This design comes from an exercise in tuning for small area, a short achievable clock period and few clock cycles per item on the open sky130 flow, not from production work. RTL that was checked went through simulation tests only; none was proved equivalent to the original. For runs 1 to 4, only the layout was checked, not whether the RTL still works. Power is estimated from default activity; no workload was simulated.

File: flow/config.mk
export PLATFORM = sky130hd
export DESIGN_NAME = cptv_encoder
export DESIGN_NICKNAME = cptv_encoder
export VERILOG_FILES = /design/flow/design.v
export SDC_FILE = /design/flow/constraint.sdc
export NUM_CORES = 4
export LEC_CHECK = 0
export ABC_AREA = 1
export CAP_MARGIN = 20
export CORE_MARGIN = 2
export CORE_UTILIZATION = 40
export SLEW_MARGIN = 20
File: flow/constraint.sdc
create_clock -name core_clock -period 7.5 [get_ports {clk}]
set_input_delay 1.5000 -clock core_clock [delete_from_list [all_inputs] [get_ports {clk}]]
set_output_delay 1.5000 -clock core_clock [all_outputs]
set_load 0.01 [all_outputs]
File: flow/design.v
module cptv_encoder (
    input  wire        clk,
    input  wire        rst,           
    input  wire        cmd_valid,
    output wire        cmd_ready,
    input  wire [4:0]  cmd_width,     
    input  wire [15:0] cmd_count,     
    input  wire        cmd_hist,      
    output reg         cmd_err,       
    input  wire        s_valid,
    output reg         s_ready,
    input  wire [15:0] s_data,
    input  wire        h_valid,
    output reg         h_ready,
    input  wire [15:0] h_data,
    output reg         out_valid,
    input  wire        out_ready,
    output wire [31:0] out_data,
    output reg         out_last,
    output reg         res_valid,
    output reg  [4:0]  res_width
);
    reg        idle;          
    reg        busy;          
    reg        fin;           
    reg [4:0]  width;         
    reg        hist;
    reg [15:0] cnt;           
    reg        ge2;           
    reg        rp;            
    reg        s_full, h_full;
    reg [15:0] s_reg, h_reg;
    reg        t_full, t_last;
    reg [16:0] t_q;
    reg [16:0] tprev;         
    reg [15:0] mor;           
    reg        c_full, c_last;
    reg [15:0] c_q;           
    reg [62:0] buf_q;
    reg [5:0]  fill;          
    assign cmd_ready = idle;
    assign out_data  = buf_q[62:31];
    wire accept = cmd_valid && idle;
    wire cmd_ok = (cmd_width <= 5'd16) && (cmd_count != 16'd0);
    wire start  = accept && cmd_ok;
    wire pack   = (width != 5'd0);
    wire xfer   = out_valid && out_ready;
    wire go     = !(fill[5] && fill[4]);
    wire h_ok   = h_full || !hist;
    wire pk     = c_full && go;
    wire mv2    = t_full && go;
    wire mv1    = s_full && h_ok && go;
    wire last   = !ge2;
    wire s_take = s_valid && s_ready;
    wire h_take = h_valid && h_ready;
    wire [16:0] t     = {1'b0, s_reg} - {1'b0, h_reg};
    wire [17:0] r     = {t_q[16], t_q} - {tprev[16], tprev};
    wire [17:0] mag   = r[17] ? ~r : r;
    wire [15:0] mfold = {mag[16] | mag[15], mag[14:0]};
    wire [15:0] mask  = ~(16'hFFFF << width);
    wire [5:0]  pw   = fill + {1'b0, width};      
    wire [5:0]  sh   = ~pw;                       
    wire [30:0] fine = {15'd0, c_q} << sh[3:0];
    wire [3:0]  lane = {4{pk}} & (4'b0001 << sh[5:4]);
    wire [62:0] placed;
    genvar j;
    generate
        for (j = 0; j < 63; j = j + 1) begin : g_place
            if (j < 16)
                assign placed[j] = lane[0] & fine[j];
            else if (j % 16 == 15)
                assign placed[j] = lane[j / 16] & fine[15];
            else
                assign placed[j] = (lane[j / 16] & fine[j % 16]) |
                                   (lane[j / 16 - 1] & fine[16 + j % 16]);
        end
    endgenerate
    wire [62:0] orv      = buf_q | placed;
    wire [5:0]  fill_add = pk ? pw : fill;
    wire [62:0] buf_next  = xfer ? {orv[30:0], 32'd0} : orv;
    wire [5:0]  fill_next = xfer ? {1'b0, fill_add[4:0] & {5{fill_add[5]}}} : fill_add;
    wire        fin_next  = (pk && c_last && pack) || (fin && !(xfer && out_last));
    wire        busy_next = start || (busy && !(mv1 && last));
    wire        sf_next   = s_take || (s_full && !mv1);
    wire        hf_next   = h_take || (h_full && !mv1);
    wire        tf_next   = go ? (s_full && h_ok) : t_full;
    wire        cf_next   = go ? t_full : c_full;
    wire        hist_next = accept ? cmd_hist : hist;
    wire        ge2_next  = accept ? (cmd_count[15:1] != 15'd0) :
                            mv1 ? ((cnt[15:2] != 14'd0) || (cnt[1] && cnt[0])) : ge2;
    wire        go_next   = !(fill_next[5] && fill_next[4]);
    wire        hok_next  = hf_next || !hist_next;
    reg [4:0] sel;
    integer i;
    always @(*) begin
        sel = 5'd1;
        for (i = 0; i < 15; i = i + 1)
            if (mor[i]) sel = i[4:0] + 5'd2;
        if (mor[15]) sel = 5'd0;
    end
    always @(posedge clk) begin
        if (accept) begin
            width <= cmd_width;
            hist  <= cmd_hist;
            cnt   <= cmd_count;
            tprev <= 17'd0;
            mor   <= 16'd0;
        end else begin
            if (mv1) cnt <= cnt - 16'd1;
            if (mv2) begin
                tprev <= t_q;
                mor   <= mor | mfold;
            end
        end
        ge2 <= ge2_next;
        if (s_ready) s_reg <= s_data;
        if (h_ready) h_reg <= h_data;
        else if (accept) h_reg <= 16'd0;
        if (go) begin
            t_q    <= t;
            t_last <= last;
            c_q    <= r[15:0] & mask;
            c_last <= t_last;
        end
        res_width <= sel;
        if (rst) begin
            idle      <= 1'b1;
            busy      <= 1'b0;
            fin       <= 1'b0;
            rp        <= 1'b0;
            s_full    <= 1'b0;
            h_full    <= 1'b0;
            s_ready   <= 1'b0;
            h_ready   <= 1'b0;
            t_full    <= 1'b0;
            c_full    <= 1'b0;
            buf_q     <= 63'd0;
            fill      <= 6'd0;
            out_valid <= 1'b0;
            out_last  <= 1'b0;
            res_valid <= 1'b0;
            cmd_err   <= 1'b0;
        end else begin
            cmd_err   <= accept && !cmd_ok;
            rp        <= mv2 && t_last;
            res_valid <= rp;
            busy      <= busy_next;
            s_full    <= sf_next;
            h_full    <= hf_next;
            t_full    <= tf_next;
            c_full    <= cf_next;
            fin       <= fin_next;
            idle      <= !busy_next && !tf_next && !cf_next && !fin_next;
            s_ready   <= (busy_next && !sf_next) ||
                         (sf_next && hok_next && go_next && ge2_next);
            h_ready   <= hist_next && ((busy_next && !hf_next) ||
                         (hf_next && sf_next && go_next && ge2_next));
            buf_q     <= buf_next;
            fill      <= fill_next;
            out_valid <= fill_next[5] || (fin_next && (fill_next != 6'd0));
            out_last  <= fin_next && !(fill_next[5] && (fill_next[4:0] != 5'd0));
        end
    end
endmodule
File: flow/run.sh
#!/bin/bash
# synth_recipe.tcl (not shown) runs the flow's synth.tcl, then flattens the netlist and writes it again
# the make line also repeats each setting of config.mk as NAME=value (left out here)
make -C /OpenROAD-flow-scripts/flow DESIGN_CONFIG=/design/flow/config.mk WORK_HOME=/design/flow/orfs CLKGATE_MAP_FILE= SYNTH_SCRIPT=/design/flow/synth_recipe.tcl finish
==> impl_metrics.json, run 1 <==
{
  "rows": 62,
  "largest_register_ffs": 63,
  "outcome": "no timing/DRC/antenna violations",
  "ys_types": 53,
  "post_cts_buffers": 0,
  "ys.flop_type": "dfxtp_1",
  "finalHoldViolations": 0,
  "synth.net_count": 1669,
  "leakage_nw": 6.08,
  "initial_core_util": 0.407,
  "dp_hpwl_um": 19300,
  "die_h_um": 175,
  "final_util": 0.474,
  "routabilityCongestion": 0.825,
  "regArea_um2": 5100,
  "synth_seq_cells": 211,
  "io_buffers": 103,
  "start_kind": "input pin",
  "worstPathMaxFanout": 31,
  "period_needed_ns": 3.88,
  "endpoint_kind": "flop",
  "syn_area_per_cell_um2": 7.46,
  "drive_above_1_share": 0.0523,
  "synth_edf_count": 88,
  "core_um2": 28700,
  "post-route-period-util": 0.518,
  "clock_latency_ns": 0.54,
  "drt_first_pass_iters": 6,
  "yosysSeqAreaShare": 0.437,
  "hold_buffers": 0,
  "p_per_area_nw_per_um2": 284,
  "syn2layout_area_growth_pct": 16.3,
  "clkTransAtPathRegs_ns": 0.06,
  "synthCells": 1566,
  "slew_headroom": 0.416,
  "cts_tree": "yes",
  "hold_class": "flop to flop",
  "clock_sinks": 211,
  "cts_resized": 0,
  "layout.nets": 1728,
  "layout_commonest_cell": "nand2_1",
  "critical_path_required_ns": 7.98,
  "cts.path.max_buffers": 3,
  "final_area_um2": 13600,
  "wirelength_um": 25900,
  "fmax_ghz": 0.257,
  "ant_nets": 0,
  "async_flop_share": 0,
  "critPathArrivalTime_ns": 4.37,
  "reg_top3": "buf_q: 63 flops, t_q: 17 flops, tprev: 17 flops",
  "die_w_um": 175,
  "multi_input_area_um2": 5280,
  "via_count": 9544,
  "grt_overflow": 0,
  "drc_errors": 0,
  "grt_pass1_vias": 9209,
  "drv_cap": 0,
  "drt_iter0_drc": 438,
  "fin_setup_tns_ns": 0,
  "worstMarginPinSlew_ns": 0.875,
  "fillers": 2866,
  "critPathKind": "input pin to flop",
  "antenna_found_initial": 0,
  "vias_per_cell": 4.71,
  "skew_ns": 0.00840,
  "dp.cells": 1982,
  "routedWlPerCell_um": 12.8,
  "irDropWorstVdd_mv": 0.184,
  "grt_setup_unrepaired": "no",
  "cts_buffers": 25,
  "slew_violations": 0,
  "fin_cells": 2028,
  "top_register": "buf_q",
  "p_total_w": 0.00385,
  "htree_levels": 1,
  "diodes": 0,
  "finalSetupViolCount": 0,
  "layout_common_cells": "nand2_1, inv_1, a21oi_1",
  "grt_use_total": 0.173,
  "syn_area_um2": 11700,
  "cts-root-buf": "clkbuf_16",
  "grt_pass1_wl_um": 44000,
  "ys_warn_count": 1,
  "die_area_um2": 30600,
  "io_pins": 104,
  "placed_area_um2": 12800,
  "grt_max_degree": 43
}
==> worst paths after layout <==
kind	start	endpoint	slack, ns	depth (start not counted)
worst max register to register	width[0]$_DFFE_PP_	buf_q[21]$_SDFF_PP0_	4.08	11
worst min-delay path	rp$_SDFF_PP0_	res_valid$_SDFF_PP0_	0.41	2
worst max-delay path	rst	buf_q[55]$_SDFF_PP0_	3.62	5
worst min register to register	rp$_SDFF_PP0_	res_valid$_SDFF_PP0_	0.41	2
==> cell usage after synthesis, types with 6 or more instances <==
library cell  instances  area share
buf_2                17      0.0073
o21ai_0              91       0.039
nor2_2                6      0.0032
buf_4                36       0.023
edfxtp_1             88        0.23
xnor2_1               7      0.0052
nand2_1             471        0.15
or2_2                 8      0.0043
a31oi_1               9      0.0048
ha_1                 40       0.043
nand4_1               6      0.0032
o21bai_1              7      0.0045
dfxtp_1             123        0.21
mux2i_1               6      0.0051
clkbuf_1             21      0.0067
inv_2                 6      0.0019
nor3_1                7      0.0030
nand3_1              62       0.027
xor2_1               20       0.015
o21ai_1              22      0.0094
a21oi_1             125       0.054
nor2_1              112       0.036
inv_1               211       0.068
==> area by class of cell <==
| cell class | instances | share of cell area |
|---|---|---|
| clock buffer | 34 | 0.0515 |
| clock inverter | 12 | 0.00792 |
| inverter | 220 | 0.0609 |
| multi-input combinational | 1056 | 0.388 |
| sequential | 211 | 0.376 |
| tap | 384 | 0.0353 |
| timing repair buffer | 111 | 0.0803 |
==> critical path, cell delays in order <==
cell and delay (ns):
clkdlybuf4s50_1 0.76, nor2_4 0.73, clkinv_1 0.90, a21oi_1 0.35, a21o_1 0.10
==> report_power, final <==
part           switching [W]  internal [W]
clock               0.000482      0.000694
sequential         0.0000788       0.00138
combinational       0.000792      0.000431
==> layer usage <==
layer,vias to the layer above,wire (µm),global-route usage
li1,5130,-,-
met2,174,11700,0.292
met5,-,0,0
met4,0,708,0.0507
met3,43,973,0.0237
met1,4197,12500,0.230
==> cells by family after synthesis <==
family | after synthesis | synth area share
buffers and inverters | 299 | 0.112
AND/OR/NAND/NOR | 697 | 0.245
multiplexers | 6 | 0.00514
XOR/XNOR | 28 | 0.0216
flip-flops | 211 | 0.437
adder cells (fa/ha/maj) | 43 | 0.0480
AO/OA/AOI/OAI | 282 | 0.131
==> metrics by stage <==
stage	hold slack, ns	setup slack, ns
after global placement	0.397	2.45
after CTS	0.415	3.61
after global routing	0.443	3.22
after floorplan	0.388	4.84
after detailed placement	0.408	3.07
final	0.412	3.62
==> run 2, diff against run 1 <==
--- a/flow/config.mk
+++ b/flow/config.mk
@@ -5,7 +5,6 @@
 export SDC_FILE = /design/flow/constraint.sdc
 export NUM_CORES = 4
 export LEC_CHECK = 0
-export ABC_AREA = 1
 export CAP_MARGIN = 20
 export CORE_MARGIN = 2
 export CORE_UTILIZATION = 40
==> impl_metrics.json, run 2 <==
{
  "outcome": "no timing/DRC/antenna violations",
  "rr_startpoint": "width[1]$_DFFE_PP_",
  "via_count": 8717,
  "wirelength_um": 25800,
  "clock_latency_ns": 0.52,
  "grt_pass1_vias": 8482,
  "synth_seq_cells": 211,
  "cts_tree": "yes",
  "htree_levels": 1,
  "ys_warn_count": 1,
  "clkTransAtPathRegs_ns": 0.06,
  "grt_use_total": 0.178,
  "drt_iter0_drc": 468,
  "critPathKind": "flop to flop",
  "skew_ns": 0.00961,
  "drt_first_pass_iters": 5,
  "cts_resized": 0,
  "layout_setup_ws_ns": 4.01,
  "rows": 61,
  "drive_above_1_share": 0.0709,
  "hold_class": "flop to flop",
  "synth_common_cells": "nand2_1, dfxtp_1, a21oi_1",
  "largest_register_ffs": 63,
  "finalSetupViolCount": 0,
  "hold_buffers": 0,
  "p_per_area_nw_per_um2": 290,
  "syn_area_per_cell_um2": 9.39,
  "worstPathMaxFanout": 11,
  "routedWlPerCell_um": 15.7,
  "diodes": 0,
  "preCtsSetupSlack_ns": 3.77,
  "routed-wl-met3_um": 1260,
  "ys.flop_type": "dfxtp_1",
  "endpoint_kind": "flop",
  "clock_sinks": 211,
  "ff2ff_setup_slack_ns": 4.01,
  "io_pins": 104,
  "cp_slowest_cell": "mux2i_1",
  "yosysTopAreaCellShare": 0.235,
  "grt_overflow": 0,
  "drc_errors": 0,
  "slowest_delay_ns": 0.93,
  "critical_path_required_ns": 7.91,
  "ant_nets": 0,
  "slew_violations": 0,
  "start_kind": "flop",
  "ys_types": 80,
  "synthCells": 1198,
  "drv_cap": 0,
  "synth_area_leader_cell": "edfxtp_1",
  "core_um2": 27700,
  "dr_wl_met2_um": 12500,
  "cp_cell_sequence": "ha_1, a211oi_2, o21bai_1, a21oi_1, mux2i_1, nand2_1, a2bb2oi_1, a221oi_1",
  "hp-start": "rp$_SDFF_PP0_",
  "grt_pass1_wl_um": 42500,
  "die_h_um": 172,
  "reg2reg_depth": 8,
  "leakage_nw": 4.81,
  "finalHoldViolations": 0,
  "reg2reg_to": "buf_q[40]$_SDFF_PP0_",
  "synth_edf_count": 88,
  "fmax_ghz": 0.286,
  "critPathArrivalTime_ns": 3.90,
  "final_util": 0.475,
  "post_cts_buffers": 0,
  "reg_top3": "buf_q: 63 flops, t_q: 17 flops, tprev: 17 flops",
  "io_buffers": 103,
  "yosysMostFrequentCell": "nand2_1",
  "slew_headroom": 0.268,
  "async_flop_share": 0,
  "fin_setup_tns_ns": 0,
  "worstSetupStartpoint": "width[1]$_DFFE_PP_",
  "dr.max_layer_used": "met4",
  "endpoint": "buf_q[40]$_SDFF_PP0_",
  "syn_area_um2": 11200,
  "yosysSeqAreaShare": 0.454,
  "layout_common_cells": "nand2_1, dfxtp_1, a21oi_1",
  "synth_area_leaders": "edfxtp_1, dfxtp_1, a21oi_1",
  "initial_core_util": 0.406,
  "grt_max_degree": 70,
  "layout.nets": 1357,
  "cts-root-buf": "clkbuf_16",
  "routabilityCongestion": 0.858,
  "synth.net_count": 1301,
  "layout_commonest_cell": "nand2_1",
  "die_w_um": 172,
  "grt_setup_unrepaired": "no",
  "dp_hpwl_um": 18600,
  "vias_per_cell": 5.29,
  "wl_met1_um": 11300,
  "die_area_um2": 29500,
  "cts.path.max_buffers": 3,
  "syn2layout_area_growth_pct": 17.0,
  "cts_buffers": 25,
  "worstMarginPinSlew_ns": 1.07,
  "period_needed_ns": 3.49,
  "top_register": "buf_q",
  "irDropWorstVdd_mv": 0.162,
  "antenna_found_initial": 0,
  "hold_ws_ns": 0.434,
  "post-route-period-util": 0.466
}
## run 2: metal layers
layer  track usage  vias to the layer above
met1         0.225                     4071
met3        0.0267                       45
met5             0                        -
met2         0.314                      203
met4        0.0542                        0
li1              -                     4398
## run 2: worst min path at each step
stage | to | slack (ns) | depth (start not counted)
2_1_floorplan | res_valid$_SDFF_PP0_ | 0.41 | 1
3_3_place_gp | res_valid$_SDFF_PP0_ | 0.42 | 1
3_5_place_dp | res_valid$_SDFF_PP0_ | 0.43 | 1
4_1_cts | res_valid$_SDFF_PP0_ | 0.44 | 1
5_1_grt | res_valid$_SDFF_PP0_ | 0.45 | 1
6_report | res_valid$_SDFF_PP0_ | 0.43 | 1
## run 2: cells by family after synthesis
kind of cell | count (synthesis) | synth area share
AND/OR/NAND/NOR | 394 | 0.163
AO/OA/AOI/OAI | 315 | 0.178
flip-flops | 211 | 0.454
buffers and inverters | 139 | 0.0606
XOR/XNOR | 51 | 0.0417
multiplexers | 45 | 0.0533
adder cells (fa/ha/maj) | 43 | 0.0498
## run 2: worst max-delay path, delay by kind of cell (launching register included)
family          cells  cell delay (ns)
compound gates      5             1.30
mux                 1             0.93
flops               1             0.58
fa+ha+maj           1             0.40
simple gates        1             0.18
## run 2: final cells by class
cell class | count | area (µm²)
clock buffer | 40 | 773
clock inverter | 3 | 15.0
fill | 2642 | 14500
inverter | 52 | 195
multi-input combinational | 848 | 5470
sequential | 211 | 5100
tap | 378 | 473
timing repair buffer | 116 | 1130
## run 2: power by group
group	leakage (nW)	internal [W]	switching, W
registers	1.89	0.00137	0.0000970
clock network	0.391	0.000699	0.000461
logic	2.53	0.000501	0.000685
## run 2: through the flow
stage                     area [µm²]  cells  power [W]
after floorplan                11200   1198    0.00235
after global placement         12400   1605    0.00267
after detailed placement       12400   1605    0.00268
after CTS                      13200   1648    0.00385
after global routing           13200   1648    0.00404
final                          13200   1648    0.00381
==> run 3, diff against run 2 <==
--- a/flow/config.mk
+++ b/flow/config.mk
@@ -8,4 +8,5 @@
 export CAP_MARGIN = 20
 export CORE_MARGIN = 2
 export CORE_UTILIZATION = 40
+export SETUP_SLACK_MARGIN = 4.8
 export SLEW_MARGIN = 20
==> impl_metrics.json, run 3 <==
{
  "synthXorXnorAreaFrac": 0.0417,
  "synthMuxAreaShare": 0.0533,
  "synth_area_leader_cell": "edfxtp_1",
  "start_kind": "flop",
  "syn_area_um2": 11200,
  "drive_above_1_share": 0.220,
  "slew_headroom": 0.440,
  "diodes": 0,
  "synth_compound_area_frac": 0.178,
  "core_um2": 27700,
  "synthCells": 1198,
  "fin_setup_tns_ns": 0,
  "yosysMostFrequentCell": "nand2_1",
  "critPathArrivalTime_ns": 3.42,
  "syn_area_per_cell_um2": 9.39,
  "grt_pass1_wl_um": 44300,
  "ys_warn_count": 1,
  "ff2ff_setup_slack_ns": 4.45,
  "irDropWorstVdd_mv": 0.169,
  "clkTransAtPathRegs_ns": 0.06,
  "die_w_um": 172,
  "layout_common_cells": "nand2_1, dfxtp_1, nor2_1",
  "yosysTopAreaCellShare": 0.235,
  "path_delay_family": "multiplexers",
  "finalSetupViolCount": 0,
  "grt_max_degree": 70,
  "die_area_um2": 29500,
  "syn2layout_area_growth_pct": 30.9,
  "drc_errors": 0,
  "p_per_area_nw_per_um2": 288,
  "slowest_delay_ns": 0.59,
  "via_count": 9162,
  "path_buf_inv": 1,
  "ys_types": 80,
  "hold_ws_ns": 0.445,
  "routedWlPerCell_um": 17.0,
  "endpoint_kind": "flop",
  "skew_ns": 0.0117,
  "io_buffers": 103,
  "worst-path-stages": 9,
  "largest_register_ffs": 63,
  "synth_common_cells": "nand2_1, dfxtp_1, a21oi_1",
  "worstPathMaxFanout": 5,
  "hold_path_depth": 0,
  "layout.nets": 1414,
  "grt_pass1_vias": 8652,
  "rows": 61,
  "final_util": 0.531,
  "htree_levels": 1,
  "reg2reg_depth": 9,
  "vias_per_cell": 5.37,
  "slew_violations": 0,
  "drt_iter0_drc": 489,
  "synth_edf_count": 88,
  "cp_cell_sequence": "ha_4, fa_2, buf_12, mux4_2, mux2_4, mux2_4, a21o_1, a211oi_2, a211oi_1",
  "hold_class": "flop to flop",
  "critical_path_required_ns": 7.87,
  "grt_use_total": 0.188,
  "synth_adder_area_share": 0.0498,
  "period_needed_ns": 3.05,
  "cts.path.max_buffers": 3,
  "async_flop_share": 0,
  "worstSetupStartpoint": "width[0]$_DFFE_PP_",
  "fillers": 2450,
  "antenna_found_initial": 0,
  "finalHoldViolations": 0,
  "die_h_um": 172,
  "synth-simple-area-share": 0.163,
  "ys.flop_type": "dfxtp_1",
  "yosysSeqAreaShare": 0.454,
  "cts_tree": "yes",
  "reg_top3": "buf_q: 63 flops, t_q: 17 flops, tprev: 17 flops",
  "cts_buffers": 24,
  "dp_hpwl_um": 18700,
  "top_register": "buf_q",
  "fmax_ghz": 0.328,
  "grt_overflow": 0,
  "routabilityCongestion": 0.819,
  "drv_cap": 0,
  "clock_sinks": 211,
  "cts-root-buf": "clkbuf_16",
  "initial_core_util": 0.406,
  "clock_latency_ns": 0.52,
  "io_pins": 104,
  "reg2reg_to": "buf_q[61]$_SDFF_PP0_",
  "ant_nets": 0,
  "critPathKind": "flop to flop",
  "worstMarginPinSlew_ns": 0.840,
  "wirelength_um": 29000,
  "rr_startpoint": "width[0]$_DFFE_PP_",
  "synth_area_leaders": "edfxtp_1, dfxtp_1, a21oi_1",
  "endpoint": "buf_q[61]$_SDFF_PP0_",
  "synth_top_family_by_area": "compound AO/OA/AOI/OAI gates",
  "synth_seq_cells": 211,
  "drt_first_pass_iters": 5,
  "synth.net_count": 1301,
  "leakage_nw": 5.57,
  "hold_buffers": 0,
  "grt_setup_unrepaired": "yes",
  "cp_slowest_cell": "fa_2",
  "outcome": "no timing/DRC/antenna violations",
  "cp_common_cell": "mux2_4",
  "post-route-period-util": 0.407
}
==> run 3: layer usage <==
layer	track usage	vias to the layer above	wire length, µm
li1	-	4526	-
met5	0	-	0
met1	0.236	4361	12600
met4	0.0516	0	672
met2	0.338	230	14600
met3	0.0228	45	1150
==> run 3: worst min-delay path by stage <==
stage	from	endpoint
after global placement	buf_q[20]$_SDFF_PP0_	buf_q[20]$_SDFF_PP0_
after CTS	t_last$_DFFE_PN_	c_last$_DFFE_PN_
after floorplan	rp$_SDFF_PP0_	res_valid$_SDFF_PP0_
after global routing	t_last$_DFFE_PN_	c_last$_DFFE_PN_
final	t_last$_DFFE_PN_	c_last$_DFFE_PN_
after detailed placement	t_last$_DFFE_PN_	c_last$_DFFE_PN_
==> run 3: area by class of cell <==
| cell class | count | area (µm²) | area share |
|---|---|---|---|
| Multi-Input combinational cell | 849 | 6430 | 0.437 |
| Sequential cell | 211 | 5110 | 0.347 |
| Timing Repair Buffer | 173 | 1730 | 0.117 |
| Clock buffer | 35 | 683 | 0.0464 |
| Tap cell | 378 | 473 | 0.0321 |
| Inverter | 52 | 199 | 0.0135 |
| Clock inverter | 9 | 95.1 | 0.00646 |
==> run 3: per-stage QoR <==
| stage | worst slack [ns] | instances | cell area [µm²] | power, W |
|---|---|---|---|---|
| 2_1_floorplan | 4.60 | 1198 | 11400 | 0.00237 |
| 3_3_place_gp | 3.96 | 1601 | 12400 | 0.00271 |
| 3_5_place_dp | 3.94 | 1601 | 12400 | 0.00272 |
| 4_1_cts | 4.48 | 1679 | 13900 | 0.00405 |
| 5_1_grt | 4.35 | 1707 | 14700 | 0.00445 |
| 6_report | 4.45 | 1707 | 14700 | 0.00424 |
==> run 3: report_power, final <==
part	switching [W]	internal, W
combinational	0.000895	0.000715
clock	0.000466	0.000699
sequential	0.0000973	0.00137
==> run 3: what timing repair did <==
item	CTS	global route
endpoints found under the setup margin	171	99
pin swaps	43	37
gates resized for setup	160	126
cloned	3	2
setup buffers	31	26
==> run 3: logic make-up (layout without fill, tap and decap cells) <==
kind of cell,count (synthesis),after routing
and+or+nand+nor,394,395
buffers and inverters,139,269
DFF,211,211
AOI/OAI and AO/OA,315,315
muxes,45,45
xor gates and xnor gates,51,51
adders and majority gates,43,43
==> run 4, diff against run 3 <==
--- a/flow/config.mk
+++ b/flow/config.mk
@@ -8,5 +8,5 @@
 export CAP_MARGIN = 20
 export CORE_MARGIN = 2
 export CORE_UTILIZATION = 40
-export SETUP_SLACK_MARGIN = 4.8
+export SETUP_SLACK_MARGIN = 4.2
 export SLEW_MARGIN = 20
==> impl_metrics.json, run 4 <==
{
  "outcome": "no timing/DRC/antenna violations",
  "largest_register_ffs": 63,
  "p_total_w": 0.00384,
  "clockPowerShare": 0.302,
  "diodes": 0,
  "dp_hpwl_um": 18600,
  "grt_use_total": 0.179,
  "synth_seq_cells": 211,
  "power_frac_seq": 0.382,
  "holdPathEnd": "res_valid$_SDFF_PP0_",
  "fillers": 2620,
  "die_h_um": 172,
  "reg_top3": "buf_q: 63 flops, t_q: 17 flops, tprev: 17 flops",
  "clkTransAtPathRegs_ns": 0.07,
  "preCtsSetupSlack_ns": 3.77,
  "grt_overflow": 0,
  "finalSetupViolCount": 0,
  "yosysMostFrequentCell": "nand2_1",
  "critPathKind": "flop to primary output",
  "period_needed_ns": 3.24,
  "syn_area_per_cell_um2": 9.39,
  "routedWlPerCell_um": 15.7,
  "cts_tree": "yes",
  "reg2reg_to": "buf_q[61]$_SDFF_PP0_",
  "cts_buffers": 25,
  "synth.net_count": 1301,
  "hold_ws_ns": 0.434,
  "grt_pass1_wl_um": 42800,
  "layout.nets": 1369,
  "leakage_nw": 4.87,
  "p_switching_w": 0.00125,
  "yosysTopAreaCellShare": 0.235,
  "layout_commonest_cell": "nand2_1",
  "top_register": "buf_q",
  "synth_area_leaders": "edfxtp_1, dfxtp_1, a21oi_1",
  "syn_area_um2": 11200,
  "grt_pass1_vias": 8530,
  "synth_edf_count": 88,
  "worstPathMaxFanout": 17,
  "power_frac_comb": 0.316,
  "die_w_um": 172,
  "slew_headroom": 0.379,
  "yosysSeqAreaShare": 0.454,
  "die_area_um2": 29500,
  "hold_buffers": 0,
  "multi_input_area_um2": 5540,
  "syn2layout_area_growth_pct": 18.8,
  "drv_cap": 0,
  "p_int_w": 0.00259,
  "p_per_area_nw_per_um2": 287,
  "layout_setup_ws_ns": 4.26,
  "via_count": 8727,
  "rows": 61,
  "ys_types": 80,
  "final_util": 0.482,
  "slew_violations": 0,
  "clock_sinks": 211,
  "grt_setup_unrepaired": "no",
  "critPathArrivalTime_ns": 1.74,
  "core_um2": 27700,
  "fmax_ghz": 0.309,
  "irDropWorstVdd_mv": 0.162,
  "p_sw_frac": 0.326,
  "start_kind": "flop",
  "fin_setup_tns_ns": 0,
  "endpoint_kind": "primary output",
  "drt_iter0_drc": 427,
  "drive_above_1_share": 0.0905,
  "finalHoldViolations": 0,
  "rr_startpoint": "width[0]$_DFFE_PP_",
  "htree_levels": 1,
  "worstMarginPinSlew_ns": 0.932,
  "drt_first_pass_iters": 5,
  "cts-root-buf": "clkbuf_16",
  "hold_class": "flop to flop",
  "layout_common_cells": "nand2_1, dfxtp_1, nor2_1, a21oi_1, clkdlybuf4s50_1",
  "initial_core_util": 0.406,
  "routabilityCongestion": 0.858,
  "reg2reg_depth": 9,
  "hold_path_depth": 1,
  "antenna_found_initial": 0,
  "drc_errors": 0,
  "grt_max_degree": 70,
  "regArea_um2": 5100,
  "vias_per_cell": 5.26,
  "clock_latency_ns": 0.52,
  "io_buffers": 103,
  "ff2ff_setup_slack_ns": 4.31,
  "post-route-period-util": 0.431,
  "synth_common_cells": "nand2_1, dfxtp_1, a21oi_1",
  "ys.flop_type": "dfxtp_1",
  "hp-start": "rp$_SDFF_PP0_",
  "ant_nets": 0,
  "synth_area_leader_cell": "edfxtp_1",
  "ys_warn_count": 1,
  "skew_ns": 0.0136,
  "io_pins": 104,
  "critical_path_required_ns": 6.00,
  "async_flop_share": 0,
  "synthCells": 1198,
  "cts.path.max_buffers": 3,
  "wirelength_um": 26100
}
## run 4: power groups by stage
stage,clock (W),combinational (W),sequential [W]
2_1_floorplan,0,0.000885,0.00147
3_3_place_gp,0,0.00118,0.00149
3_5_place_dp,0,0.00119,0.00149
4_1_cts,0.00119,0.00120,0.00147
5_1_grt,0.00124,0.00135,0.00149
6_report,0.00116,0.00121,0.00147
## run 4: stage by stage
step,cell area [µm²],instances
2_1_floorplan,11200,1198
3_3_place_gp,12400,1605
3_5_place_dp,12400,1605
4_1_cts,13200,1649
5_1_grt,13400,1660
6_report,13400,1660
## run 4: critical path, stage by stage, from the launching register on
cell and delay, ns:
dfxtp_1 0.42, buf_8 0.22, clkdlybuf4s50_1 0.56
## run 4: how the worst max path moves through the flow
| stage | from | endpoint | slack (ns) | depth (start not counted) |
|---|---|---|---|---|
| 6_report | s_ready$_SDFF_PP0_ | s_ready | 4.26 | 2 |
| 5_1_grt | s_ready$_SDFF_PP0_ | s_ready | 4.20 | 2 |
| 4_1_cts | width[2]$_DFFE_PP_ | buf_q[60]$_SDFF_PP0_ | 4.21 | 8 |
| 3_5_place_dp | cmd_valid | h_ready$_SDFF_PP0_ | 3.77 | 10 |
| 3_3_place_gp | cmd_valid | h_ready$_SDFF_PP0_ | 3.82 | 10 |
| 2_1_floorplan | width[0]$_DFFE_PP_ | buf_q[44]$_SDFF_PP0_ | 4.39 | 9 |
## run 4: area by class of cell
cell class / instances / area share
clock inverter: 3 / 0.00112
clock buffer: 40 / 0.0579
multi-input combinational: 848 / 0.414
timing repair buffer: 128 / 0.0946
inverter: 52 / 0.0149
tap: 378 / 0.0354
sequential: 211 / 0.382
## run 4: routing by layer
layer  global-route usage  part of all wire  vias to the layer above  wire (µm)
li1                     -                 -                     4421          -
met1                0.228              0.44                     4086      11600
met2                0.315              0.48                      175      12600
met3               0.0267             0.045                       45       1180
met4               0.0542             0.028                        0        736
met5                    0                 0                        -          0
## run 4: what timing repair did
action,in CTS,in global routing
setup endpoints to repair,21,35
cloned,0,1
gates resized for setup,7,21
pin swaps,0,2
setup buffers,1,10
## run 4: cells by family (layout without fill, tap and decap cells)
kind of cell	after synthesis	count (layout)	synth area share
simple gates	394	394	0.163
compound gates	315	315	0.178
buf+inv	139	223	0.0606
xor+xnor	51	51	0.0417
flops	211	211	0.454
mux	45	45	0.0533
fa+ha+maj	43	43	0.0498
==> run 5, diff against run 4 <==
--- a/flow/design.v
+++ b/flow/design.v
@@ -30,14 +30,15 @@
     reg        rp;            
     reg        s_full, h_full;
     reg [15:0] s_reg, h_reg;
-    reg        t_full, t_last;
+    reg        t_full;
     reg [16:0] t_q;
     reg [16:0] tprev;         
     reg [15:0] mor;           
-    reg        c_full, c_last;
+    reg        c_full;
     reg [15:0] c_q;           
     reg [62:0] buf_q;
     reg [5:0]  fill;          
+    reg [5:0]  sh;            
     assign cmd_ready = idle;
     assign out_data  = buf_q[62:31];
     wire accept = cmd_valid && idle;
@@ -45,12 +46,14 @@
     wire start  = accept && cmd_ok;
     wire pack   = (width != 5'd0);
     wire xfer   = out_valid && out_ready;
-    wire go     = !(fill[5] && fill[4]);
+    reg  go;
     wire h_ok   = h_full || !hist;
     wire pk     = c_full && go;
     wire mv2    = t_full && go;
     wire mv1    = s_full && h_ok && go;
     wire last   = !ge2;
+    wire t_last = !busy;
+    wire c_last = !busy && !t_full;
     wire s_take = s_valid && s_ready;
     wire h_take = h_valid && h_ready;
     wire [16:0] t     = {1'b0, s_reg} - {1'b0, h_reg};
@@ -58,8 +61,7 @@
     wire [17:0] mag   = r[17] ? ~r : r;
     wire [15:0] mfold = {mag[16] | mag[15], mag[14:0]};
     wire [15:0] mask  = ~(16'hFFFF << width);
-    wire [5:0]  pw   = fill + {1'b0, width};      
-    wire [5:0]  sh   = ~pw;                       
+    wire [5:0]  pw   = ~sh;                       
     wire [30:0] fine = {15'd0, c_q} << sh[3:0];
     wire [3:0]  lane = {4{pk}} & (4'b0001 << sh[5:4]);
     wire [62:0] placed;
@@ -78,7 +80,7 @@
     wire [62:0] orv      = buf_q | placed;
     wire [5:0]  fill_add = pk ? pw : fill;
     wire [62:0] buf_next  = xfer ? {orv[30:0], 32'd0} : orv;
-    wire [5:0]  fill_next = xfer ? {1'b0, fill_add[4:0] & {5{fill_add[5]}}} : fill_add;
+    wire [5:0]  fill_next = xfer ? fill_x : fill_add;
     wire        fin_next  = (pk && c_last && pack) || (fin && !(xfer && out_last));
     wire        busy_next = start || (busy && !(mv1 && last));
     wire        sf_next   = s_take || (s_full && !mv1);
@@ -89,7 +91,10 @@
     wire        ge2_next  = accept ? (cmd_count[15:1] != 15'd0) :
                             mv1 ? ((cnt[15:2] != 14'd0) || (cnt[1] && cnt[0])) : ge2;
     wire        go_next   = !(fill_next[5] && fill_next[4]);
+    wire [5:0]  fill_x    = {1'b0, fill_add[4:0] & {5{fill_add[5]}}};
     wire        hok_next  = hf_next || !hist_next;
+    wire [5:0]  sh_add    = pk ? sh - {1'b0, width} : sh;
+    wire [5:0]  sh_next   = accept ? ~{1'b0, cmd_width} : {sh_add[5] ^ xfer, sh_add[4:0]};
     reg [4:0] sel;
     integer i;
     always @(*) begin
@@ -113,18 +118,18 @@
             end
         end
         ge2 <= ge2_next;
-        if (s_ready) s_reg <= s_data;
-        if (h_ready) h_reg <= h_data;
-        else if (accept) h_reg <= 16'd0;
+        if (!s_full || mv1) s_reg <= s_data;
+        if (accept) h_reg <= 16'd0;
+        else if (hist && (!h_full || mv1)) h_reg <= h_data;
+        sh <= sh_next;
         if (go) begin
             t_q    <= t;
-            t_last <= last;
             c_q    <= r[15:0] & mask;
-            c_last <= t_last;
         end
         res_width <= sel;
         if (rst) begin
             idle      <= 1'b1;
+            go        <= 1'b1;
             busy      <= 1'b0;
             fin       <= 1'b0;
             rp        <= 1'b0;
@@ -157,6 +162,7 @@
                          (hf_next && sf_next && go_next && ge2_next));
             buf_q     <= buf_next;
             fill      <= fill_next;
+            go        <= go_next;
             out_valid <= fill_next[5] || (fin_next && (fill_next != 6'd0));
             out_last  <= fin_next && !(fill_next[5] && (fill_next[4:0] != 5'd0));
         end
--- a/flow/config.mk
+++ b/flow/config.mk
@@ -8,5 +8,5 @@
 export CAP_MARGIN = 20
 export CORE_MARGIN = 2
 export CORE_UTILIZATION = 40
-export SETUP_SLACK_MARGIN = 4.2
+export SETUP_SLACK_MARGIN = 4.3
 export SLEW_MARGIN = 20
==> impl_metrics.json, run 5 <==
{
  "worstPathMaxFanout": 4,
  "via_count": 8758,
  "htree_levels": 1,
  "use_met1": 0.227,
  "synthCells": 1229,
  "fin_setup_tns_ns": 0,
  "dp_hpwl_um": 17700,
  "vias_per_cell": 5.24,
  "grt_setup_unrepaired": "no",
  "critPathArrivalTime_ns": 3.50,
  "synth_area_leaders": "dfxtp_1, edfxtp_1, a21oi_1",
  "synth_common_cells": "nand2_1, dfxtp_1, nor2_1",
  "grt_overflow": 0,
  "grt.busiest_layer": "met2",
  "worstMarginPinSlew_ns": 0.987,
  "clock_latency_ns": 0.53,
  "hold_class": "flop to flop",
  "antenna_found_initial": 0,
  "cts_tree": "yes",
  "ys_types": 65,
  "io_pins": 104,
  "async_flop_share": 0,
  "cts.path.max_buffers": 3,
  "critPathKind": "input pin to flop",
  "layout_commonest_cell": "nand2_1",
  "endpoint_kind": "flop",
  "skew_ns": 0.0128,
  "period_needed_ns": 3.06,
  "slowest_delay_ns": 0.66,
  "yosysSeqAreaShare": 0.455,
  "rows": 61,
  "wirelength_um": 25100,
  "synth_edf_count": 75,
  "drt_first_pass_iters": 5,
  "ys.flop_type": "dfxtp_1",
  "layout_setup_ws_ns": 4.44,
  "initial_core_util": 0.403,
  "cp_cell_sequence": "clkdlybuf4s50_1, o41ai_1, o21ai_0, o21a_1, nor2_1, a21oi_1, nor3_1",
  "fmax_ghz": 0.327,
  "finalSetupViolCount": 0,
  "core_um2": 27600,
  "critical_path_required_ns": 7.94,
  "post_cts_buffers": 0,
  "yosysMostFrequentCell": "nand2_1",
  "syn_area_per_cell_um2": 9.07,
  "drc_errors": 0,
  "diodes": 0,
  "hold_buffers": 0,
  "post-route-period-util": 0.408,
  "syn2layout_area_growth_pct": 17.5,
  "ys_warn_count": 1,
  "outcome": "no timing/DRC/antenna violations",
  "synth_seq_cells": 216,
  "clock_sinks": 216,
  "drv_cap": 0,
  "die_area_um2": 29200,
  "grt_use_total": 0.172,
  "top_register": "buf_q",
  "grt_pass1_vias": 8140,
  "ant_nets": 0,
  "p_total_w": 0.00387,
  "syn_area_um2": 11100,
  "p_per_area_nw_per_um2": 295,
  "synth_area_leader_cell": "dfxtp_1",
  "start_kind": "input pin",
  "finalHoldViolations": 0,
  "grt_max_degree": 72,
  "reg_top3": "buf_q: 63 flops, t_q: 17 flops, tprev: 17 flops",
  "largest_register_ffs": 63,
  "drive_above_1_share": 0.0635,
  "use_met2": 0.291,
  "layout.nets": 1378,
  "slew_violations": 0,
  "routedWlPerCell_um": 15.0,
  "io_buffers": 103,
  "leakage_nw": 4.79,
  "layout_common_cells": "nand2_1, dfxtp_1, nor2_1",
  "cts_buffers": 25,
  "routabilityCongestion": 0.857,
  "die_w_um": 171,
  "clkTransAtPathRegs_ns": 0.06,
  "preCtsSetupSlack_ns": 3.61,
  "grt_pass1_wl_um": 40900,
  "die_h_um": 171,
  "synth.net_count": 1332,
  "cp_slowest_cell": "o41ai_1",
  "irDropWorstVdd_mv": 0.216,
  "grt_use_met3": 0.0261,
  "slew_headroom": 0.342,
  "yosysTopAreaCellShare": 0.253,
  "drt_iter0_drc": 622,
  "cts-root-buf": "clkbuf_16"
}
-- run 5: changes by cell type in the layout (fill, tap and decap cells not counted), sizes merged, moves of 12 or more --
cell,previous run,this run
dfxtp,123,141
nor4,23,9
a221o,1,17
and2,25,10
nand2,130,159
a221oi,4,24
buf,24,12
inv,51,64
edfxtp,88,75
-- run 5: power breakdown --
| group | switching, W | internal (W) | leakage (nW) | total [W] |
|---|---|---|---|---|
| sequential | 0.000105 | 0.00138 | 1.92 | 0.00149 |
| clock | 0.000477 | 0.000741 | 0.420 | 0.00122 |
| combinational | 0.000680 | 0.000485 | 2.44 | 0.00116 |
| total | 0.00126 | 0.00261 | 4.79 | 0.00387 |
-- run 5: logic make-up (layout without fill, tap and decap cells) --
group           count (synthesis)  after routing  share of synthesized area
buf+inv                       158            221                     0.0664
fa+ha+maj                      43             43                     0.0503
flops                         216            216                      0.455
compound gates                323            323                      0.188
simple gates                  402            402                      0.159
xor+xnor                       55             55                     0.0432
mux                            32             32                     0.0385
-- run 5: area by class of cell --
type,count,area (µm²)
fill,2694,14500
clock inverter,4,27.5
multi-input combinational,855,5350
inverter,62,233
sequential,216,5070
timing repair buffer,115,1130
tap,378,473
clock buffer,40,815
-- run 5: worst max-delay path: cells and delay by family --
kind                   cells  cell delay [ns]
AO/OA/AOI/OAI              4             1.20
AND/OR/NAND/NOR            2             0.29
buffers and inverters      1             0.51
-- run 5: what timing repair did --
action	CTS	global route
gates resized for setup	1	4
pin swaps	0	1
setup endpoints to repair	2	4
-- run 5: layer usage --
metal | wire length, µm | vias up | share of wire
met5 | 0 | - | 0
met3 | 1100 | 36 | 0.044
li1 | - | 4438 | -
met1 | 11500 | 4098 | 0.46
met2 | 12000 | 186 | 0.48
met4 | 556 | 0 | 0.022
-- run 5: worst paths after layout --
kind	cells past startpoint	endpoint	startpoint	slack (ns)
hold reg to reg	1	res_valid$_SDFF_PP0_	rp$_SDFF_PP0_	0.44
setup / recovery	7	h_ready$_SDFF_PP0_	cmd_width[2]	4.44
setup reg to reg	9	mor[5]$_SDFFE_PP0P_	t_q[1]$_DFFE_PP_	4.54
hold / removal	1	res_valid$_SDFF_PP0_	rp$_SDFF_PP0_	0.44
-- run 5: stage by stage --
step / area (µm²) / hold slack, ns / utilization / std cells
CTS: 13100 / 0.455 / 0.474 / 1670
floorplan: 11100 / 0.406 / - / 1229
finish: 13100 / 0.444 / 0.474 / 1670
global placement: 12200 / 0.434 / 0.443 / 1626
global route: 13100 / 0.469 / 0.474 / 1670
detailed placement: 12200 / 0.441 / 0.443 / 1626
Testbench counts of run 5, summed over its fixed seeds: cycles 463,669, samples 462,776.
==> run 6, diff against run 5 <==
--- a/flow/config.mk
+++ b/flow/config.mk
@@ -8,5 +8,5 @@
 export CAP_MARGIN = 20
 export CORE_MARGIN = 2
 export CORE_UTILIZATION = 40
-export SETUP_SLACK_MARGIN = 4.3
+export SETUP_SLACK_MARGIN = 4.7
 export SLEW_MARGIN = 20
==> impl_metrics.json, run 6 <==
{
  "drv_cap": 0,
  "io_buffers": 103,
  "period_needed_ns": 2.78,
  "clock_sinks": 216,
  "diodes": 0,
  "grt_max_degree": 72,
  "irDropWorstVdd_mv": 0.174,
  "critPathKind": "input pin to flop",
  "path_buf_inv": 2,
  "die_area_um2": 29200,
  "slew_headroom": 0.440,
  "outcome": "no timing/DRC/antenna violations",
  "drive_above_1_share": 0.0844,
  "critical_path_required_ns": 7.95,
  "drc_errors": 0,
  "worstMarginPinSlew_ns": 0.840,
  "slew_violations": 0,
  "syn_area_per_cell_um2": 9.07,
  "cp_cell_sequence": "clkdlybuf4s50_1, and2_2, buf_12, nor2_1, a2111oi_4, o21ai_0, a21oi_1",
  "die_h_um": 171,
  "hp-start": "rp$_SDFF_PP0_",
  "finalSetupViolCount": 0,
  "grt_overflow": 0,
  "grt_use_total": 0.172,
  "largest_register_ffs": 63,
  "synth_area_leaders": "dfxtp_1, edfxtp_1, a21oi_1",
  "hold_path_depth": 1,
  "ys.flop_type": "dfxtp_1",
  "top_register": "buf_q",
  "reg_top3": "buf_q: 63 flops, t_q: 17 flops, tprev: 17 flops",
  "layout.nets": 1390,
  "grt_pass1_wl_um": 41100,
  "fin_setup_tns_ns": 0,
  "clock_latency_ns": 0.52,
  "start_kind": "input pin",
  "rr_startpoint": "s_reg[0]$_DFFE_PN_",
  "cts_buffers": 25,
  "antenna_found_initial": 0,
  "synth_area_leader_cell": "dfxtp_1",
  "ys_types": 65,
  "dp_hpwl_um": 18000,
  "yosysSeqAreaShare": 0.455,
  "ff2ff_setup_slack_ns": 4.87,
  "grt_pass1_vias": 8155,
  "synth_seq_cells": 216,
  "routabilityCongestion": 0.865,
  "cts.path.max_buffers": 3,
  "ys_warn_count": 1,
  "yosysMostFrequentCell": "nand2_1",
  "layout_common_cells": "nand2_1, dfxtp_1, nor2_1",
  "endpoint_kind": "flop",
  "die_w_um": 171,
  "critPathArrivalTime_ns": 3.22,
  "layout_commonest_cell": "nand2_1",
  "layout_setup_ws_ns": 4.72,
  "worstPathMaxFanout": 23,
  "synthCells": 1229,
  "synth_common_cells": "nand2_1, dfxtp_1, nor2_1",
  "fmax_ghz": 0.360,
  "yosysTopAreaCellShare": 0.253,
  "via_count": 8741,
  "synth.net_count": 1332,
  "finalHoldViolations": 0,
  "syn2layout_area_growth_pct": 19.0,
  "leakage_nw": 5.10,
  "skew_ns": 0.0125,
  "ant_nets": 0,
  "core_um2": 27600,
  "rows": 61,
  "slowest_delay_ns": 0.48,
  "reg2reg_to": "t_q[16]$_DFFE_PP_",
  "holdPathEnd": "res_valid$_SDFF_PP0_",
  "cts_tree": "yes",
  "post-route-period-util": 0.370,
  "wirelength_um": 26200,
  "p_per_area_nw_per_um2": 286,
  "grt_setup_unrepaired": "yes",
  "cts-root-buf": "clkbuf_16",
  "routedWlPerCell_um": 15.6,
  "synth_edf_count": 75,
  "preCtsSetupSlack_ns": 3.81,
  "drt_iter0_drc": 539,
  "clkTransAtPathRegs_ns": 0.06,
  "io_pins": 104,
  "drt_first_pass_iters": 6,
  "hold_class": "flop to flop",
  "reg2reg_depth": 11,
  "htree_levels": 1,
  "vias_per_cell": 5.20,
  "async_flop_share": 0,
  "initial_core_util": 0.403,
  "path_delay_family": "compound AO/OA/AOI/OAI gates",
  "cp_slowest_cell": "clkdlybuf4s50_1",
  "syn_area_um2": 11100
}
[run 6: where the power goes]
group	internal, W	switching, W
sequential	0.00138	0.0000981
combinational	0.000511	0.000699
clock	0.000633	0.000471
[run 6: what timing repair did]
item / in CTS / in global routing
endpoints found under the setup margin: 137 / 58
pin swaps: 3 / 13
hold buffers: 0 / 0
cloned: 0 / 2
resized for setup: 60 / 31
buffers inserted: 6 / 6
[run 6: area by class of cell]
type | count | area [µm²]
fillers | 2700 | 14400
multi-input cells | 855 | 5480
flip-flops and latches | 216 | 5080
repair buffers | 127 | 1270
clock buffers | 35 | 683
well taps | 378 | 473
inverters | 62 | 233
clock inverters | 9 | 48.8
[run 6: worst max path at each step]
stage / to / cells after the start / from / slack, ns
6_report: s_ready$_SDFF_PP0_ / 7 / out_ready / 4.72
5_1_grt: s_ready$_SDFF_PP0_ / 7 / out_ready / 4.68
4_1_cts: s_ready$_SDFF_PP0_ / 7 / out_ready / 4.58
3_5_place_dp: s_ready$_SDFF_PP0_ / 8 / cmd_valid / 3.81
3_3_place_gp: s_ready$_SDFF_PP0_ / 8 / cmd_valid / 3.87
2_1_floorplan: h_ready$_SDFF_PP0_ / 7 / cmd_valid / 4.72
[run 6: worst reg2reg max path, stage by stage, from the launching register on]
cell      delay, ns
edfxtp_1       0.32
inv_1          0.04
ha_1           0.21
fa_1           0.42
nor2b_1        0.13
o21ai_0        0.12
a21boi_1       0.26
o21ai_1        0.19
o21a_1         0.22
a21oi_1        0.14
a21oi_1        0.14
o21a_1         0.20
[run 6: cell families (layout without fill, tap and decap cells)]
kind of cell,after synthesis,after routing,share of synthesized area
DFF,216,216,0.455
and+or+nand+nor,402,402,0.159
buffers and inverters,158,233,0.0664
adders and majority gates,43,43,0.0503
AOI/OAI and AO/OA,323,323,0.188
muxes,32,32,0.0385
xor gates and xnor gates,55,55,0.0432
[run 6: stage by stage]
stage | instance area (µm²) | util | hold WS, ns | std cells | total power (W)
floorplan | 11200 | - | 0.406 | 1229 | 0.00235
global placement | 12200 | 0.443 | 0.427 | 1624 | 0.00266
detailed placement | 12200 | 0.443 | 0.426 | 1624 | 0.00267
CTS | 13000 | 0.472 | 0.440 | 1674 | 0.00380
global route | 13300 | 0.480 | 0.459 | 1682 | 0.00401
finish | 13300 | 0.480 | 0.436 | 1682 | 0.00379
[run 6: metal layers]
layer	global-route usage	routed length [µm]	vias up
met5	0	0	-
met4	0.0438	620	0
met3	0.0261	1080	49
met2	0.295	12400	173
met1	0.228	12100	4065
li1	-	-	4454
==> run 7, diff against run 6 <==
--- a/flow/config.mk
+++ b/flow/config.mk
@@ -8,5 +8,8 @@
 export CAP_MARGIN = 20
 export CORE_MARGIN = 2
 export CORE_UTILIZATION = 40
+export CTS_BUF_LIST = sky130_fd_sc_hd__clkbuf_4 sky130_fd_sc_hd__clkbuf_8
+export CTS_CLUSTER_DIAMETER = 70
+export CTS_CLUSTER_SIZE = 14
 export SETUP_SLACK_MARGIN = 4.7
 export SLEW_MARGIN = 20
==> impl_metrics.json, run 7 <==
{
  "initial_core_util": 0.403,
  "cts.path.max_buffers": 3,
  "finalSetupViolCount": 0,
  "io_buffers": 103,
  "wirelength_um": 25800,
  "reg_top3": "buf_q: 63 flops, t_q: 17 flops, tprev: 17 flops",
  "grt_setup_unrepaired": "yes",
  "hold_class": "flop to flop",
  "worstMarginPinSlew_ns": 0.844,
  "dp_hpwl_um": 18000,
  "p_per_area_nw_per_um2": 269,
  "die_w_um": 171,
  "fin_setup_tns_ns": 0,
  "synth_seq_cells": 216,
  "yosysTopAreaCellShare": 0.253,
  "start_kind": "input pin",
  "reg2reg_depth": 11,
  "via_count": 8680,
  "synth_area_leaders": "dfxtp_1, edfxtp_1, a21oi_1",
  "top_register": "buf_q",
  "fmax_ghz": 0.355,
  "syn_area_um2": 11100,
  "post-route-period-util": 0.375,
  "routabilityCongestion": 0.865,
  "ys_types": 65,
  "clock_sinks": 216,
  "outcome": "no timing/DRC/antenna violations",
  "yosysMostFrequentCell": "nand2_1",
  "core_um2": 27600,
  "routedWlPerCell_um": 15.5,
  "ant_nets": 0,
  "worstPathMaxFanout": 4,
  "cts_buffers": 20,
  "irDropWorstVdd_mv": 0.166,
  "drt_iter0_drc": 631,
  "critical_path_required_ns": 7.91,
  "ff2ff_setup_slack_ns": 4.87,
  "critPathKind": "input pin to flop",
  "antenna_found_initial": 0,
  "syn_area_per_cell_um2": 9.07,
  "clkTransAtPathRegs_ns": 0.10,
  "htree_levels": 1,
  "synth_edf_count": 75,
  "die_h_um": 171,
  "rows": 61,
  "fin_cells": 1672,
  "slew_violations": 0,
  "diodes": 0,
  "drive_above_1_share": 0.0827,
  "period_needed_ns": 2.81,
  "layout_common_cells": "nand2_1, dfxtp_1, nor2_1",
  "drv_cap": 0,
  "synth_area_leader_cell": "dfxtp_1",
  "die_area_um2": 29200,
  "synth.net_count": 1332,
  "yosysSeqAreaShare": 0.455,
  "layout_commonest_cell": "nand2_1",
  "ys_warn_count": 1,
  "cts-root-buf": "clkbuf_8",
  "endpoint_kind": "flop",
  "hold_buffers": 0,
  "hold_path_depth": 1,
  "synthCells": 1229,
  "grt_pass1_wl_um": 41400,
  "finalHoldViolations": 0,
  "largest_register_ffs": 63,
  "vias_per_cell": 5.19,
  "slew_headroom": 0.437,
  "synth_common_cells": "nand2_1, dfxtp_1, nor2_1",
  "dp.cells": 1624,
  "cts_tree": "yes",
  "critPathArrivalTime_ns": 3.22,
  "final_util": 0.466,
  "grt_pass1_vias": 8124,
  "grt_overflow": 0,
  "drc_errors": 0,
  "clock_latency_ns": 0.53,
  "leakage_nw": 4.91,
  "async_flop_share": 0,
  "io_pins": 104,
  "ys.flop_type": "dfxtp_1",
  "grt_use_total": 0.175,
  "syn2layout_area_growth_pct": 15.5,
  "drt_first_pass_iters": 5,
  "skew_ns": 0.0199,
  "grt_max_degree": 72,
  "layout.nets": 1385
}
==> run 7: cell counts after synthesis <==
No cell type changed its count.
==> run 7: layer usage <==
metal  global-route usage  wire, µm  vias up
li1                     -         -     4437
met1                0.232     12000     4035
met5                    0         0        -
met2                0.303     12400      182
met3               0.0234      1040       26
met4               0.0398       430        0
==> run 7: area by class of cell <==
| cell class | count | area, µm² |
|---|---|---|
| tap | 378 | 473 |
| clock inverter | 4 | 75.1 |
| inverter | 62 | 233 |
| fill | 2741 | 14800 |
| clock buffer | 30 | 357 |
| timing repair buffer | 127 | 1230 |
| multi-input combinational | 855 | 5430 |
| sequential | 216 | 5080 |
==> run 7: what timing repair did <==
action                     4_1_cts  5_1_grt
buffers inserted                12        1
gates cloned                     1        0
setup endpoints to repair      137       56
pin swaps                        5        5
resized for setup               67       12
==> run 7: metrics by stage <==
step / worst slack, ns / hold WS (ns) / power, W / cell area (µm²)
2_1_floorplan: 4.72 / 0.406 / 0.00235 / 11200
3_3_place_gp: 3.87 / 0.427 / 0.00266 / 12200
3_5_place_dp: 3.81 / 0.426 / 0.00267 / 12200
4_1_cts: 4.69 / 0.448 / 0.00348 / 12800
5_1_grt: 4.63 / 0.466 / 0.00368 / 12900
6_report: 4.69 / 0.443 / 0.00346 / 12900
==> run 7: critical path, stage by stage <==
cell and delay (ns):
clkdlybuf4s50_1 0.44, nand2_4 0.09, buf_12 0.10, inv_2 0.04, or4_4 0.49, nor4_4 0.28
a2111oi_2 0.09, a21oi_1 0.14, nor3_1 0.06
==> run 7: path summary, 6_finish.rpt <==
kind / startpoint / to
worst max register to register: s_reg[0]$_DFFE_PN_ / t_q[16]$_DFFE_PP_
worst min-delay path: rp$_SDFF_PP0_ / res_valid$_SDFF_PP0_
worst max-delay path: cmd_valid / h_ready$_SDFF_PP0_
worst min register to register: rp$_SDFF_PP0_ / res_valid$_SDFF_PP0_
==> run 7: logic make-up (layout without fill, tap and decap cells) <==
logic type | Yosys count | in the layout | synth area share
flops | 216 | 216 | 0.455
xor+xnor | 55 | 55 | 0.0432
mux | 32 | 32 | 0.0385
fa+ha+maj | 43 | 43 | 0.0503
compound gates | 323 | 323 | 0.188
buf+inv | 158 | 223 | 0.0664
simple gates | 402 | 402 | 0.159
==> run 7: report_power, final <==
part           internal, W  switching (W)  leakage, nW
clock network     0.000377       0.000401        0.230
logic             0.000508       0.000698         2.75
registers          0.00138      0.0000984         1.92
==> run 8, diff against run 7 <==
==> flow/flow/run.sh (new file) <==
#!/bin/bash
# The standard layout (standard.sh, unchanged synthesis and steps), with the
# port buffers that ORFS inserts made plain buffers instead of delay cells.
set -euo pipefail
export BUFFER_PORTS_ARGS="-buffer_cell sky130_fd_sc_hd__buf_2"
bash standard.sh > standard.log 2>&1
==> flow/standard.sh (new file) <==
#!/bin/bash
# synth_recipe.tcl (not shown) runs the flow's synth.tcl, then flattens the netlist and writes it again
# the make line also repeats each setting of config.mk as NAME=value (left out here)
make -C /OpenROAD-flow-scripts/flow DESIGN_CONFIG=/design/flow/config.mk WORK_HOME=/design/flow/orfs CLKGATE_MAP_FILE= SYNTH_SCRIPT=/design/flow/synth_recipe.tcl "${@:-finish}"
==> flow/config.mk (replaced) <==
export PLATFORM = sky130hd
export DESIGN_NAME = cptv_encoder
export DESIGN_NICKNAME = cptv_encoder
export VERILOG_FILES = /design/flow/design.v
export SDC_FILE = /design/flow/constraint.sdc
export NUM_CORES = 4
export LEC_CHECK = 0
export CAP_MARGIN = 20
export CORE_MARGIN = 2
export CORE_UTILIZATION = 40
export SETUP_SLACK_MARGIN = 4.9
export SLEW_MARGIN = 20
removed: flow/run.sh
==> impl_metrics.json, run 8 <==
{
  "clockPowerShare": 0.313,
  "slew_violations": 0,
  "drc_errors": 0,
  "layout.nets": 1399,
  "synth_edf_count": 75,
  "drt_iter0_drc": 547,
  "fmax_ghz": 0.388,
  "routedWlPerCell_um": 15.7,
  "start_kind": "input pin",
  "critPathArrivalTime_ns": 3.03,
  "synth_area_leaders": "dfxtp_1, edfxtp_1, a21oi_1",
  "initial_core_util": 0.403,
  "finalSetupViolCount": 0,
  "die_h_um": 171,
  "async_flop_share": 0,
  "period_needed_ns": 2.57,
  "worstPathMaxFanout": 4,
  "synth_adder_area_share": 0.0503,
  "fillers": 2712,
  "irDropWorstVdd_mv": 0.195,
  "die_area_um2": 29200,
  "grt_pass1_wl_um": 42600,
  "cts.path.max_buffers": 3,
  "drv_cap": 0,
  "slowest_delay_ns": 0.59,
  "layout_commonest_cell": "nand2_1",
  "layout_common_cells": "nand2_1, dfxtp_1, nor2_1",
  "reg2reg_depth": 12,
  "routabilityCongestion": 0.845,
  "synth_seq_cells": 216,
  "ys.flop_type": "dfxtp_1",
  "reg2reg_to": "mor[10]$_SDFFE_PP0P_",
  "synth-simple-area-share": 0.159,
  "power_frac_comb": 0.319,
  "synth_common_cells": "nand2_1, dfxtp_1, nor2_1",
  "p_sw_frac": 0.333,
  "synth_top_family_by_area": "compound AO/OA/AOI/OAI gates",
  "yosysTopAreaCellShare": 0.253,
  "leakage_nw": 5.06,
  "power_frac_seq": 0.368,
  "p_int_w": 0.00268,
  "grt_setup_unrepaired": "yes",
  "critPathKind": "input pin to flop",
  "endpoint_kind": "flop",
  "yosysSeqAreaShare": 0.455,
  "yosysMostFrequentCell": "nand2_1",
  "grt_max_degree": 47,
  "wirelength_um": 26700,
  "synthCells": 1229,
  "top_register": "buf_q",
  "hold_buffers": 0,
  "syn_area_per_cell_um2": 9.07,
  "cp_cell_sequence": "buf_2, o41ai_1, o21ai_0, o21a_1, nand2b_1, a21oi_1",
  "ff2ff_setup_slack_ns": 4.97,
  "syn2layout_area_growth_pct": 16.9,
  "ys_warn_count": 1,
  "syn_area_um2": 11100,
  "rows": 61,
  "cts-root-buf": "clkbuf_16",
  "via_count": 8785,
  "io_buffers": 103,
  "cp_slowest_cell": "o41ai_1",
  "io_pins": 104,
  "worstMarginPinSlew_ns": 0.740,
  "p_per_area_nw_per_um2": 308,
  "grt_overflow": 0,
  "outcome": "no timing/DRC/antenna violations",
  "holdPathEnd": "res_valid$_SDFF_PP0_",
  "cts_tree": "yes",
  "skew_ns": 0.00799,
  "drt_first_pass_iters": 4,
  "synth_area_leader_cell": "dfxtp_1",
  "synthXorXnorAreaFrac": 0.0432,
  "ys_types": 65,
  "diodes": 0,
  "post-route-period-util": 0.343,
  "hold_class": "flop to flop",
  "grt_pass1_vias": 8332,
  "die_w_um": 171,
  "antenna_found_initial": 1,
  "cts_buffers": 26,
  "drive_above_1_share": 0.189,
  "path_buf_inv": 1,
  "core_um2": 27600,
  "clock_latency_ns": 0.53,
  "dp_hpwl_um": 18000,
  "clkTransAtPathRegs_ns": 0.06,
  "placed_area_um2": 11700,
  "rr_startpoint": "t_q[0]$_DFFE_PP_",
  "vias_per_cell": 5.19,
  "clock_sinks": 216,
  "grt_use_total": 0.180,
  "path_delay_family": "compound AO/OA/AOI/OAI gates",
  "hp-start": "rp$_SDFF_PP0_",
  "hold_path_depth": 1,
  "ant_nets": 0,
  "fin_setup_tns_ns": 0,
  "reg_top3": "buf_q: 63 flops, t_q: 17 flops, tprev: 17 flops",
  "p_switching_w": 0.00134,
  "htree_levels": 1,
  "final_area_um2": 13000,
  "synth.net_count": 1332,
  "critical_path_required_ns": 7.96,
  "synthMuxAreaShare": 0.0385,
  "largest_register_ffs": 63,
  "finalHoldViolations": 0,
  "slew_headroom": 0.502,
  "synth_compound_area_frac": 0.188
}
-- run 8: how the worst max path moves through the flow --
stage | startpoint | slack (ns) | cells after the start | endpoint
2_1_floorplan | cmd_valid | 4.76 | 7 | h_ready$_SDFF_PP0_
6_report | cmd_width[3] | 4.93 | 6 | s_ready$_SDFF_PP0_
4_1_cts | t_q[0]$_DFFE_PP_ | 4.91 | 12 | mor[10]$_SDFFE_PP0P_
5_1_grt | t_q[0]$_DFFE_PP_ | 4.84 | 12 | mor[10]$_SDFFE_PP0P_
3_5_place_dp | cmd_valid | 4.01 | 8 | h_ready$_SDFF_PP0_
3_3_place_gp | cmd_valid | 4.04 | 8 | h_ready$_SDFF_PP0_
-- run 8: power by group through the flow --
stage                     registers (W)  clock network (W)  logic, W
after floorplan                 0.00147                  0  0.000878
after global placement          0.00151                  0   0.00112
after detailed placement        0.00151                  0   0.00113
after CTS                       0.00148            0.00129   0.00121
after global routing            0.00150            0.00133   0.00141
final                           0.00148            0.00126   0.00128
-- run 8: per-stage QoR --
| stage | std cells | setup slack, ns | total power [W] | hold WS (ns) | utilization |
|---|---|---|---|---|---|
| 3_5_place_dp | 1621 | 4.01 | 0.00264 | 0.437 | 0.425 |
| 2_1_floorplan | 1229 | 4.76 | 0.00235 | 0.406 | - |
| 6_report | 1694 | 4.93 | 0.00402 | 0.446 | 0.472 |
| 4_1_cts | 1685 | 4.91 | 0.00397 | 0.451 | 0.465 |
| 5_1_grt | 1694 | 4.84 | 0.00424 | 0.475 | 0.472 |
| 3_3_place_gp | 1621 | 4.04 | 0.00263 | 0.433 | 0.425 |
-- run 8: repair_timing --
item | 4_1_cts | 5_1_grt
gates resized for setup | 25 | 32
buffers inserted | 14 | 7
gates cloned | 2 | 2
endpoints found under the setup margin | 83 | 66
pin swaps | 14 | 24
-- run 8: cells by family (layout without fill, tap and decap cells) --
family | after synthesis | in the layout
and+or+nand+nor | 402 | 403
buffers and inverters | 158 | 244
DFF | 216 | 216
AOI/OAI and AO/OA | 323 | 323
muxes | 32 | 32
xor gates and xnor gates | 55 | 55
adders and majority gates | 43 | 43
-- run 8: worst reg2reg max path: cells and delay by family, from the launching register on --
kind                       cells  cell delay [ns]
xor gates and xnor gates       2             0.44
adders and majority gates      2             0.55
buffers and inverters          2             0.12
DFF                            1             0.39
AOI/OAI and AO/OA              6             0.92
-- run 8: metal layers --
metal | part of all wire | wire length (µm) | GRT usage
met1 | 0.46 | 12100 | 0.240
met2 | 0.48 | 12800 | 0.306
met3 | 0.046 | 1230 | 0.0280
met4 | 0.018 | 480 | 0.0420
met5 | 0.00049 | 13 | 0
-- run 8: final cells by class --
| type | count | area, µm² | share of cell area |
|---|---|---|---|
| multi-input combinational | 856 | 5530 | 0.424 |
| clock inverter | 9 | 66.3 | 0.00509 |
| timing repair inverter | 1 | 8.76 | 0.000672 |
| tap | 378 | 473 | 0.0363 |
| inverter | 62 | 249 | 0.0191 |
| timing repair buffer | 133 | 801 | 0.0614 |
| clock buffer | 39 | 821 | 0.0630 |
| sequential | 216 | 5080 | 0.390 |

==> what the ideal ports hide <==
No port has a modelled driver above. Below, the same layouts with a new extraction and two added sets of constraints. Step 1, drivers: a clkbuf_16 drives clk and a buf_2 each remaining input, both assumed. Step 2 moves the port delays by t, midway between the first and last clock arrival at a register: inputs arrive t later, outputs are due t later. That takes back most of the time a late clock gives input paths. Slacks: ideal ports / drivers / drivers and shift; pairs: ideal ports / drivers.
run	t, ns	slack for setup (ns)	pins driven straight from the clock port
run 1	0.577	3.616 / 3.627 / 3.050	1
run 2	0.558	4.008 / 4.008 / 3.741	1
run 3	0.563	4.449 / 4.448 / 4.294	1
run 4	0.559	4.264 / 4.218 / 3.887	1
run 5	0.575	4.439 / 4.466 / 3.891	1
run 6	0.566	4.724 / 4.710 / 4.186	1
run 7	0.569	4.686 / 4.709 / 4.141	1
run 8	0.577	4.926 / 4.893 / 4.377	1
After both steps setup and hold are still met in every run listed. The setup slack of run 1, which loses most, moves by +0.011 ns with the drivers and by -0.566 ns with both steps.
